Source: an optimization exercise on an open RTL-to-GDS flow (aim: small area, a short achievable clock period and few clock cycles). Production flows keep margins and buffers that such runs may drop. In this exercise RTL edits were held to simulation tests only and were not proved equivalent to the original.

==> flow/run.sh <==
#!/bin/bash
# synth_recipe.tcl (not shown) runs the flow's synth.tcl, then flattens the netlist and writes it again
# the make line also repeats each setting of config.mk as NAME=value (left out here)
make -C /OpenROAD-flow-scripts/flow DESIGN_CONFIG=/design/flow/config.mk WORK_HOME=/design/flow/orfs CLKGATE_MAP_FILE= SYNTH_SCRIPT=/design/flow/synth_recipe.tcl finish
==> flow/config.mk <==
export PLATFORM = sky130hd
export DESIGN_NAME = bkosc
export DESIGN_NICKNAME = bkosc
export VERILOG_FILES = /design/flow/design.v
export SDC_FILE = /design/flow/constraint.sdc
export NUM_CORES = 4
export LEC_CHECK = 0
export CAP_MARGIN = 20
export CORE_MARGIN = 2
export CORE_UTILIZATION = 40
export PLACE_DENSITY = 0.6
export SLEW_MARGIN = 20
==> flow/constraint.sdc <==
create_clock -name core_clock -period 15.0 [get_ports {clk}]
set_input_delay 3.0000 -clock core_clock [delete_from_list [all_inputs] [get_ports {clk}]]
set_output_delay 3.0000 -clock core_clock [all_outputs]
set_load 0.01 [all_outputs]
==> flow/design.v <==
module bkosc (
    input  wire        clk,
    input  wire        rst,
    input  wire        cmd_valid,
    output wire        cmd_ready,
    input  wire [31:0] cmd_data,
    output wire        rsp_valid,
    input  wire        rsp_ready,
    output wire [31:0] rsp_data,
    output wire        pls_valid,
    input  wire        pls_ready,
    output wire [2:0]  pls_chan,
    output wire [31:0] pls_time,
    output wire [31:0] pls_delta
);
    localparam OP_SET_ATTR = 4'h1, OP_GET_ATTR = 4'h2, OP_SET_PTR = 4'h3, OP_GET_PTR = 4'h4,
               OP_RUN = 4'h5, OP_END = 4'h6, OP_RESET = 4'h7, OP_ATTACH = 4'h8,
               OP_DETACH = 4'h9, OP_NOTIFY = 4'hA, OP_REPLY = 4'hB;
    localparam [31:0] ST_OK = 32'd0, ST_INV_ATTR = -32'sd2, ST_INV_VALUE = -32'sd3,
                      ST_INV_STATE = -32'sd4, ST_INV_NCH = -32'sd5;
    localparam [2:0] WF_SQUARE = 3'd1, WF_TRIANGLE = 3'd2, WF_NOISE = 3'd3,
                     WF_SAWTOOTH = 3'd4;    
    localparam [2:0] S_HDR = 3'd0, S_OP1 = 3'd1, S_OP2 = 3'd2, S_EXEC = 3'd3,
                     S_RUN = 3'd4, S_RSP0 = 3'd5, S_RSP1 = 3'd6;
    reg [2:0]  state;
    reg [31:0] hdr, w1, w2;
    reg [31:0] rsp0, rsp1;
    reg        rsp_two;
    reg        attached;
    reg [3:0]  nch;
    reg [2:0]  waveform;
    reg [4:0]  phase;
    reg [3:0]  duty;
    reg [30:0] period;
    reg [14:0] volume [0:7];
    reg [32:0] time_q;
    reg signed [15:0] last [0:7];
    reg [14:0] lfsr;
    reg [32:0] end_t;
    reg        run_is_end;
    reg [2:0]  ch;
    reg [32:0] s_time;
    reg [4:0]  s_phase;
    reg [14:0] s_lfsr;
    wire [3:0]  op  = hdr[31:28];
    wire [7:0]  key = hdr[27:20];
    wire        rsv_bad = (hdr[19:0] != 20'd0);
    function [1:0] op_words(input [3:0] o);
        case (o)
            OP_SET_ATTR, OP_SET_PTR, OP_ATTACH, OP_NOTIFY, OP_REPLY: op_words = 2'd1;
            OP_RUN, OP_END: op_words = 2'd2;
            default: op_words = 2'd0;
        endcase
    endfunction
    function [5:0] phase_count(input [2:0] wf);
        case (wf)
            WF_SQUARE:   phase_count = 6'd16;
            WF_TRIANGLE: phase_count = 6'd32;
            WF_NOISE:    phase_count = 6'd8;
            WF_SAWTOOTH: phase_count = 6'd7;
            default:     phase_count = 6'd32;
        endcase
    endfunction
    reg signed [15:0] tri_amp, saw_amp, sine_amp, amp;
    always @(*) begin
        case (phase)
            5'd0,  5'd31: tri_amp = -16'sd32767;
            5'd1,  5'd30: tri_amp = -16'sd28398;
            5'd2,  5'd29: tri_amp = -16'sd24029;
            5'd3,  5'd28: tri_amp = -16'sd19660;
            5'd4,  5'd27: tri_amp = -16'sd15291;
            5'd5,  5'd26: tri_amp = -16'sd10922;
            5'd6,  5'd25: tri_amp = -16'sd6553;
            5'd7,  5'd24: tri_amp = -16'sd2184;
            5'd8,  5'd23: tri_amp =  16'sd2184;
            5'd9,  5'd22: tri_amp =  16'sd6553;
            5'd10, 5'd21: tri_amp =  16'sd10922;
            5'd11, 5'd20: tri_amp =  16'sd15291;
            5'd12, 5'd19: tri_amp =  16'sd19660;
            5'd13, 5'd18: tri_amp =  16'sd24029;
            5'd14, 5'd17: tri_amp =  16'sd28398;
            default:      tri_amp =  16'sd32767;
        endcase
    end
    always @(*) begin
        case (phase)
            5'd0:    saw_amp = -16'sd32767;
            5'd1:    saw_amp = -16'sd21844;
            5'd2:    saw_amp = -16'sd10922;
            5'd3:    saw_amp =  16'sd0;
            5'd4:    saw_amp =  16'sd10922;
            5'd5:    saw_amp =  16'sd21844;
            default: saw_amp =  16'sd32767;
        endcase
    end
    always @(*) begin
        case (phase)
            5'd0:  sine_amp =  16'sd0;
            5'd1:  sine_amp =  16'sd6393;
            5'd2:  sine_amp =  16'sd12539;
            5'd3:  sine_amp =  16'sd18204;
            5'd4:  sine_amp =  16'sd23170;
            5'd5:  sine_amp =  16'sd27245;
            5'd6:  sine_amp =  16'sd30273;
            5'd7:  sine_amp =  16'sd32137;
            5'd8:  sine_amp =  16'sd32767;
            5'd9:  sine_amp =  16'sd32137;
            5'd10: sine_amp =  16'sd30273;
            5'd11: sine_amp =  16'sd27245;
            5'd12: sine_amp =  16'sd23170;
            5'd13: sine_amp =  16'sd18204;
            5'd14: sine_amp =  16'sd12539;
            5'd15: sine_amp =  16'sd6393;
            5'd16: sine_amp =  16'sd0;
            5'd17: sine_amp = -16'sd6393;
            5'd18: sine_amp = -16'sd12539;
            5'd19: sine_amp = -16'sd18204;
            5'd20: sine_amp = -16'sd23170;
            5'd21: sine_amp = -16'sd27245;
            5'd22: sine_amp = -16'sd30273;
            5'd23: sine_amp = -16'sd32137;
            5'd24: sine_amp = -16'sd32767;
            5'd25: sine_amp = -16'sd32137;
            5'd26: sine_amp = -16'sd30273;
            5'd27: sine_amp = -16'sd27245;
            5'd28: sine_amp = -16'sd23170;
            5'd29: sine_amp = -16'sd18204;
            5'd30: sine_amp = -16'sd12539;
            default: sine_amp = -16'sd6393;
        endcase
    end
    always @(*) begin
        case (waveform)
            WF_SQUARE:   amp = ({1'b0, phase} < {2'b0, duty}) ? 16'sd32767 : -16'sd32767;
            WF_TRIANGLE: amp = tri_amp;
            WF_NOISE:    amp = lfsr[0] ? 16'sd32767 : -16'sd32767;
            WF_SAWTOOTH: amp = saw_amp;
            default:     amp = sine_amp;
        endcase
    end
    wire signed [31:0] prod  = amp * $signed({1'b0, volume[ch]});
    wire signed [15:0] level = prod[30:15];
    wire signed [16:0] delta = {level[15], level} - {last[ch][15], last[ch]};
    wire               step_due = (time_q < end_t);
    wire [5:0]  pc         = phase_count(waveform);
    wire [4:0]  phase_next = ({1'b0, phase} + 6'd1 == pc) ? 5'd0 : phase + 5'd1;
    wire [14:0] lfsr_next  = {lfsr[0] ^ lfsr[1], lfsr[14:1]};
    wire [63:0] opnd64  = {w2, w1};
    wire        time_ok = (opnd64 <= 64'h0000_0001_0000_0000);
    wire signed [31:0] val = w1;
    reg [31:0] clamped;
    always @(*) begin
        clamped = 32'd0;
        case (key)
            8'h02: clamped = (val < 1) ? 32'd1 : (val > 15) ? 32'd15 : val;
            8'h03: clamped = (val < 1) ? 32'd1 : val;
            8'h04: clamped = (val < 0) ? 32'd0 :
                             (val > $signed({26'd0, pc} - 32'd1)) ? ({26'd0, pc} - 32'd1) : val;
            default: clamped = (val < 0) ? 32'd0 : (val > 32767) ? 32'd32767 : val;
        endcase
    end
    reg hdr_bad;
    always @(*) begin
        case (op)
            OP_SET_ATTR, OP_GET_ATTR: hdr_bad = rsv_bad;
            OP_RUN, OP_END, OP_RESET, OP_ATTACH, OP_DETACH:
                hdr_bad = rsv_bad || (key != 8'd0);
            default: hdr_bad = 1'b1;    
        endcase
    end
    wire set_key_ok = (key == 8'h01) || (key == 8'h02) || (key == 8'h03) || (key == 8'h04) ||
                      (key == 8'h06) || (key[7:3] == 5'b00010);
    wire get_key_ok = set_key_ok || (key == 8'h05) || (key == 8'h07) || (key == 8'h08);
    reg [31:0] get_val;
    always @(*) begin
        case (key)
            8'h01: get_val = {29'd0, waveform};
            8'h02: get_val = {28'd0, duty};
            8'h03: get_val = {1'b0, period};
            8'h04: get_val = {27'd0, phase};
            8'h05: get_val = {26'd0, pc};
            8'h06: get_val = {17'd0, volume[0]};
            8'h07: get_val = {31'd0, attached};
            8'h08: get_val = {28'd0, nch};
            default: get_val = {17'd0, volume[key[2:0]]};
        endcase
    end
    assign cmd_ready = (state == S_HDR) || (state == S_OP1) || (state == S_OP2);
    assign rsp_valid = (state == S_RSP0) || (state == S_RSP1);
    assign rsp_data  = (state == S_RSP1) ? rsp1 : rsp0;
    assign pls_valid = (state == S_RUN) && step_due && (delta != 17'd0);
    assign pls_chan  = ch;
    assign pls_time  = time_q[31:0];
    assign pls_delta = {{15{delta[16]}}, delta};
    integer i;
    task clear_time;
        begin
            time_q <= 33'd0;
            phase  <= 5'd0;
            lfsr   <= 15'h0001;
            for (i = 0; i < 8; i = i + 1) last[i] <= 16'sd0;
        end
    endtask
    task respond(input [31:0] st, input two, input [31:0] v);
        begin
            rsp0    <= st;
            rsp1    <= v;
            rsp_two <= two;
            state   <= S_RSP0;
        end
    endtask
    always @(posedge clk) begin
        if (rst) begin
            state      <= S_HDR;
            hdr        <= 32'd0;
            w1         <= 32'd0;
            w2         <= 32'd0;
            rsp0       <= 32'd0;
            rsp1       <= 32'd0;
            rsp_two    <= 1'b0;
            attached   <= 1'b0;
            nch        <= 4'd0;
            waveform   <= WF_SQUARE;
            duty       <= 4'd4;
            period     <= 31'h100000;
            end_t      <= 33'd0;
            run_is_end <= 1'b0;
            ch         <= 3'd0;
            s_time     <= 33'd0;
            s_phase    <= 5'd0;
            s_lfsr     <= 15'h0001;
            for (i = 0; i < 8; i = i + 1) volume[i] <= 15'd0;
            clear_time;
        end else begin
            case (state)
                S_HDR: if (cmd_valid) begin
                    hdr <= cmd_data;
                    w1  <= 32'd0;
                    w2  <= 32'd0;
                    state <= (op_words(cmd_data[31:28]) == 2'd0) ? S_EXEC : S_OP1;
                end
                S_OP1: if (cmd_valid) begin
                    w1 <= cmd_data;
                    state <= (op_words(op) == 2'd2) ? S_OP2 : S_EXEC;
                end
                S_OP2: if (cmd_valid) begin
                    w2 <= cmd_data;
                    state <= S_EXEC;
                end
                S_EXEC: begin
                    if (hdr_bad) begin
                        respond(ST_INV_STATE, (op == OP_GET_ATTR) || (op == OP_GET_PTR), 32'd0);
                    end else begin
                        case (op)
                            OP_SET_ATTR: begin
                                if (!set_key_ok)
                                    respond(ST_INV_ATTR, 1'b0, 32'd0);
                                else if (key == 8'h01) begin
                                    if (val < 1 || val > 5)
                                        respond(ST_INV_VALUE, 1'b0, 32'd0);
                                    else begin
                                        if (val[2:0] != waveform) begin
                                            waveform <= val[2:0];
                                            phase    <= 5'd0;
                                        end
                                        respond(ST_OK, 1'b0, 32'd0);
                                    end
                                end else begin
                                    case (key)
                                        8'h02: duty   <= clamped[3:0];
                                        8'h03: period <= clamped[30:0];
                                        8'h04: phase  <= clamped[4:0];
                                        8'h06: for (i = 0; i < 8; i = i + 1) volume[i] <= clamped[14:0];
                                        default: volume[key[2:0]] <= clamped[14:0];
                                    endcase
                                    respond(ST_OK, 1'b0, 32'd0);
                                end
                            end
                            OP_GET_ATTR: begin
                                if (!get_key_ok)
                                    respond(ST_INV_ATTR, 1'b1, 32'd0);
                                else
                                    respond(ST_OK, 1'b1, get_val);
                            end
                            OP_RUN, OP_END: begin
                                if (!attached)
                                    respond(ST_INV_STATE, 1'b0, 32'd0);
                                else if (!time_ok)
                                    respond(ST_INV_VALUE, 1'b0, 32'd0);
                                else if (time_q < {w2[0], w1}) begin
                                    end_t      <= {w2[0], w1};
                                    run_is_end <= (op == OP_END);
                                    ch         <= 3'd0;
                                    s_time     <= time_q;
                                    s_phase    <= phase;
                                    s_lfsr     <= lfsr;
                                    state      <= S_RUN;
                                end else begin
                                    if (op == OP_END)
                                        time_q <= time_q - {w2[0], w1[31:20], 20'd0};
                                    respond(ST_OK, 1'b0, 32'd0);
                                end
                            end
                            OP_RESET: begin
                                clear_time;
                                respond(ST_OK, 1'b0, 32'd0);
                            end
                            OP_ATTACH: begin
                                if (attached)
                                    respond(ST_INV_STATE, 1'b0, 32'd0);
                                else if (val < 1 || val > 8)
                                    respond(ST_INV_NCH, 1'b0, 32'd0);
                                else begin
                                    attached <= 1'b1;
                                    nch      <= val[3:0];
                                    clear_time;
                                    respond(ST_OK, 1'b0, 32'd0);
                                end
                            end
                            default: begin  
                                if (!attached)
                                    respond(ST_INV_STATE, 1'b0, 32'd0);
                                else begin
                                    attached <= 1'b0;
                                    nch      <= 4'd0;
                                    clear_time;
                                    respond(ST_OK, 1'b0, 32'd0);
                                end
                            end
                        endcase
                    end
                end
                S_RUN: begin
                    if (step_due) begin
                        if (delta == 17'd0 || pls_ready) begin
                            last[ch] <= level;
                            time_q   <= time_q + {2'b0, period};
                            phase    <= phase_next;
                            if (waveform == WF_NOISE) lfsr <= lfsr_next;
                        end
                    end else if ({1'b0, ch} + 4'd1 < nch) begin
                        ch     <= ch + 3'd1;
                        time_q <= s_time;
                        phase  <= s_phase;
                        lfsr   <= s_lfsr;
                    end else begin
                        if (run_is_end)
                            time_q <= time_q - {end_t[32:20], 20'd0};
                        respond(ST_OK, 1'b0, 32'd0);
                    end
                end
                S_RSP0: if (rsp_ready) state <= rsp_two ? S_RSP1 : S_HDR;
                S_RSP1: if (rsp_ready) state <= S_HDR;
                default: state <= S_HDR;
            endcase
        end
    end
endmodule
==> results.rst <==
.. list-table::
   :header-rows: 1

   * - Metric
     - Value
   * - Run status
     - timing/DRC/antenna clean
   * - CTS tree
     - built
   * - Most used cell along the critical path
     - fa_1
   * - Worst EP arrival
     - 11280 ps
   * - Source of the worst register-to-register timing path
     - duty[3]$_SDFFE_PP0P_
   * - Top post-synthesis cells by count
     - 598 x nand2_1, 565 x nor2_1, 449 x inv_1
   * - Transition at the pin with the smallest max-transition slack
     - 1100 ps
   * - Worst r2r path cells
     - 50
   * - 1st-iter DRT viols
     - 2793
   * - Total of buffers placed on input and output ports
     - 138
   * - Cell type contributing the most total cell area after synthesis
     - edfxtp_1
   * - Max-capacitance violation count
     - 0
   * - Total I/O pin count
     - 139
   * - Async S/R FF share, synth
     - 0%
   * - Clock Latency Late Sink
     - 630 ps
   * - Post-layout instance area
     - 0.0474 mm²
   * - Cell area after technology mapping
     - 0.0423 mm²
   * - Clock-pin slew on the worst setup and hold paths
     - 60 ps
   * - Register-to-register path setup slack
     - 1820 ps
   * - Number of instances in the synthesized netlist
     - 4660
   * - Kind of start point of the critical path
     - flip-flop
   * - Total gr overflow
     - 0
   * - Dominant combinational cell family by area after synthesis
     - adder cells
   * - Core region area
     - 0.105 mm²
   * - Fill cell instance count of the final layout
     - 10266
   * - Adder-Cell Fraction of Synth Area
     - 17.8%
   * - Max Buffers Root-to-Sink
     - 3
   * - Number of enable flip-flop cells after synthesis
     - 248
   * - Cell with the largest stage delay on the worst path
     - fa_1
   * - Row cnt
     - 119
   * - Total of endpoints with negative setup slack in the final report
     - 0
   * - Net count of the mapped netlist
     - 5151
   * - Die extent in x
     - 329 µm
   * - Clock Tree Root
     - clkbuf_16
   * - P&R area growth vs syn
     - 11.9%
   * - Number of sinks driven by the clock tree
     - 600
   * - Fraction of the cycle the final worst path needs
     - 95.2%
   * - Setup TNS
     - 0 ps
   * - Hold buffer count at cts
     - 0
   * - Fmax
     - 70.0 MHz
   * - Antenna diodes
     - 0
   * - Netlist cell types
     - 108
   * - Antenna violations before repair
     - 1
   * - Post-layout instance count excluding filler cells
     - 6097
   * - Total iterations of the first detailed-routing run
     - 5
   * - CP max FO
     - 9
   * - Pin count of the biggest net entering global routing
     - 155
   * - Post-detail-place hpwl
     - 92.2 mm
   * - Delay of the slowest cell on the worst path
     - 590 ps
   * - Warning count from the yosys run
     - 1
   * - Pins over their slew limit
     - 0
   * - Via count of the first global-routing pass
     - 33603
   * - Die area
     - 0.108 mm²
   * - DP Cell Count
     - 5965
   * - CP Data Required Time
     - 12000 ps
   * - Routed length per instance
     - 21.2 µm
   * - Synthesis-stage register bit count
     - 600
   * - Library cell with the highest instance count after synthesis
     - nand2_1
   * - Hold path cells
     - 2
   * - Xor/xnor cell area share of the yosys netlist
     - 2.24%
   * - Rel. slew slack
     - 26.6%
   * - Fin nets
     - 5148
   * - DRC Markers
     - 0
   * - Synthesized area per cell
     - 9.08 µm²
   * - Overall routing resource usage
     - 23.7%
   * - Number of H-tree levels
     - 3
   * - Endpoint class of the critical path
     - output port
   * - Total CTS buffers
     - 66
   * - Hold wc startpoint
     - s_lfsr[6]$_SDFFE_PP0P_
   * - Vias
     - 34210
   * - Global-route wire length before repair
     - 199 mm
   * - Hold path endpoint
     - s_lfsr[6]$_SDFFE_PP0P_
   * - RR Endpoint
     - sine_amp[2]$_DFF_P_
   * - Mean number of vias per cell
     - 5.61
   * - Worst Clk Skew
     - 35.1 ps
   * - Setup repair after global routing missed its margin
     - false
   * - Crit path time final
     - 14280 ps
   * - Total Routed Length
     - 129 mm
   * - Ratio of cells with drive above 1 in the final layout
     - 9.97%
   * - Count of nets left with antenna violations after detail routing
     - 0
   * - Overall die height
     - 329 µm
   * - Final GP Congestion
     - 0.930
   * - Proportion of synthesized area in mux cells
     - 7.56%
   * - CP Class
     - reg -> out
   * - Total count of hold-check failures in the final report
     - 0
   * - Simple-gate share of the synthesized area
     - 16.8%
   * - Top cells by area, synth
     - edfxtp_1 18%, dfxtp_1 17%, fa_1 12%, ha_1 6.2%, nand2_1 5.3%
   * - Share of the synthesized area in compound gates (AO/OA/AOI/OAI)
     - 13.8%
   * - Share of the synthesized area in the top cell type
     - 17.6%
   * - Placed Area
     - 0.0448 mm²
   * - Kind of path behind the tightest hold check
     - reg -> reg
   * - Register area share after synthesis
     - 34.3%
   * - Predominant post-synthesis flop cell
     - dfxtp_1
   * - Effective utilization at floorplan
     - 40.2%
[critical path, delay by kind of cell (launching register included)]
kind | cells | cell delay (ps)
buffers and inverters | 8 | 800
xor gates and xnor gates | 1 | 170
and+or+nand+nor | 12 | 2430
adders and majority gates | 9 | 3960
DFF | 1 | 330
AOI/OAI and AO/OA | 13 | 2910
[what timing repair did]
action                     in CTS  in global routing
setup endpoints to repair       1                  2
pin swaps                       5                  7
resized for setup              42                 41
setup buffers                   4                 11
gates cloned                    0                  0
[state kept, by name, indices dropped and copies added, names as in the netlist, 4 cells and up, named ones only]
name	count
rsp0	4
lfsr	15
tri_amp	9
s_lfsr	15
hdr	32
end_t	33
duty	4
s_phase	5
nch	4
rsp1	31
time_q	33
sine_amp	16
s_time	33
w1	32
w2	32
last	128
phase	5
volume	120
period	31
[stage by stage]
| step | utilization [%] | worst slack [ps] | hold WS [ps] |
|---|---|---|---|
| detailed placement | 42.6 | 190 | 445 |
| floorplan | - | 674 | 432 |
| finish | 45.1 | 717 | 451 |
| CTS | 44.8 | 53.6 | 453 |
| global placement | 42.6 | 446 | 438 |
| global route | 45.1 | 120 | 463 |
[worst max path at each step]
stage,startpoint,slack (ps),endpoint,cells past startpoint
after floorplan,flip-flop,670,pls_delta[17],37
after global placement,duty[3]$_SDFFE_PP0P_,450,pls_valid,44
after detailed placement,duty[3]$_SDFFE_PP0P_,190,pls_valid,43
after CTS,waveform[0]$_SDFFE_PP1P_,50,pls_valid,43
after global routing,phase[0]$_SDFFE_PP0N_,120,pls_valid,47
final,duty[3]$_SDFFE_PP0P_,720,pls_valid,43
[final cells by class]
class | instances | area (µm²) | area share (%)
inverter | 453 | 1700 | 3.59
sequential | 600 | 14500 | 30.6
timing repair buffer | 248 | 2260 | 4.78
tap | 1391 | 1740 | 3.67
multi-input combinational | 3288 | 25000 | 52.8
clock buffer | 92 | 1870 | 3.95
clock inverter | 25 | 279 | 0.589
[cells by family (layout without fill, tap and decap cells)]
group | count (synthesis) | after routing
AOI/OAI and AO/OA | 908 | 908
xor gates and xnor gates | 104 | 104
adders and majority gates | 454 | 454
buffers and inverters | 772 | 818
DFF | 600 | 600
muxes | 199 | 199
other | 1 | 1
and+or+nand+nor | 1622 | 1622
[metal layers]
layer  GRT usage [%]  wire [µm]
met2            38.0      60000
met3            3.14       8770
met1            33.1      56500
met5               0         11
met4            7.99       3940
[placed cells by master (no fill, tap or decap), types with 29 or more instances in the layout]
cell type	Yosys	final
a21oi_1	341	332
nand3_1	157	157
nand2_1	598	586
fa_1	244	242
clkbuf_16	0	67
a211oi_1	41	40
dfxtp_1	352	344
a21o_1	84	81
mux2_2	29	29
o21ai_0	133	126
nand2b_1	41	39
a22oi_1	41	39
ha_1	210	199
nor2b_1	39	37
buf_4	61	105
clkdlybuf4s50_1	0	136
nor2_1	565	556
xor2_1	32	32
xnor2_1	69	69
inv_1	449	449
mux2i_1	75	73
edfxtp_1	248	248
mux4_2	92	92
nor3_1	45	44
Testbench counts, summed over its fixed seeds: cycles 64,917.

==> static timing again, ports no longer ideal <==
The results above use ideal ports. As a check the final layout listed here was re-extracted and re-timed, cells and wires unchanged. Step 1 (the two cells are an assumption about what drives the block):
set clk [get_ports {clk}]
set_driving_cell -lib_cell sky130_fd_sc_hd__clkbuf_16 $clk
set_driving_cell -lib_cell sky130_fd_sc_hd__buf_2 [delete_from_list [all_inputs] $clk]
Step 2 adds t to the input delays and takes it off the output delays; t is the mean of the earliest and latest rising clock arrival at the registers after step 1. Input paths then give back, and output paths get back, about the clock's delay inside the block. Three values: ideal ports, drivers, drivers and shift; two values: the first two.
shift t [ns]: 0.685
setup WS [ns]: 0.717 / 0.649 / 1.334
cell pins on the clock port's net: 1
After both steps setup and hold are still met in this run. The setup slack of this run moves by -0.068 ns with the drivers and by +0.617 ns with both steps.
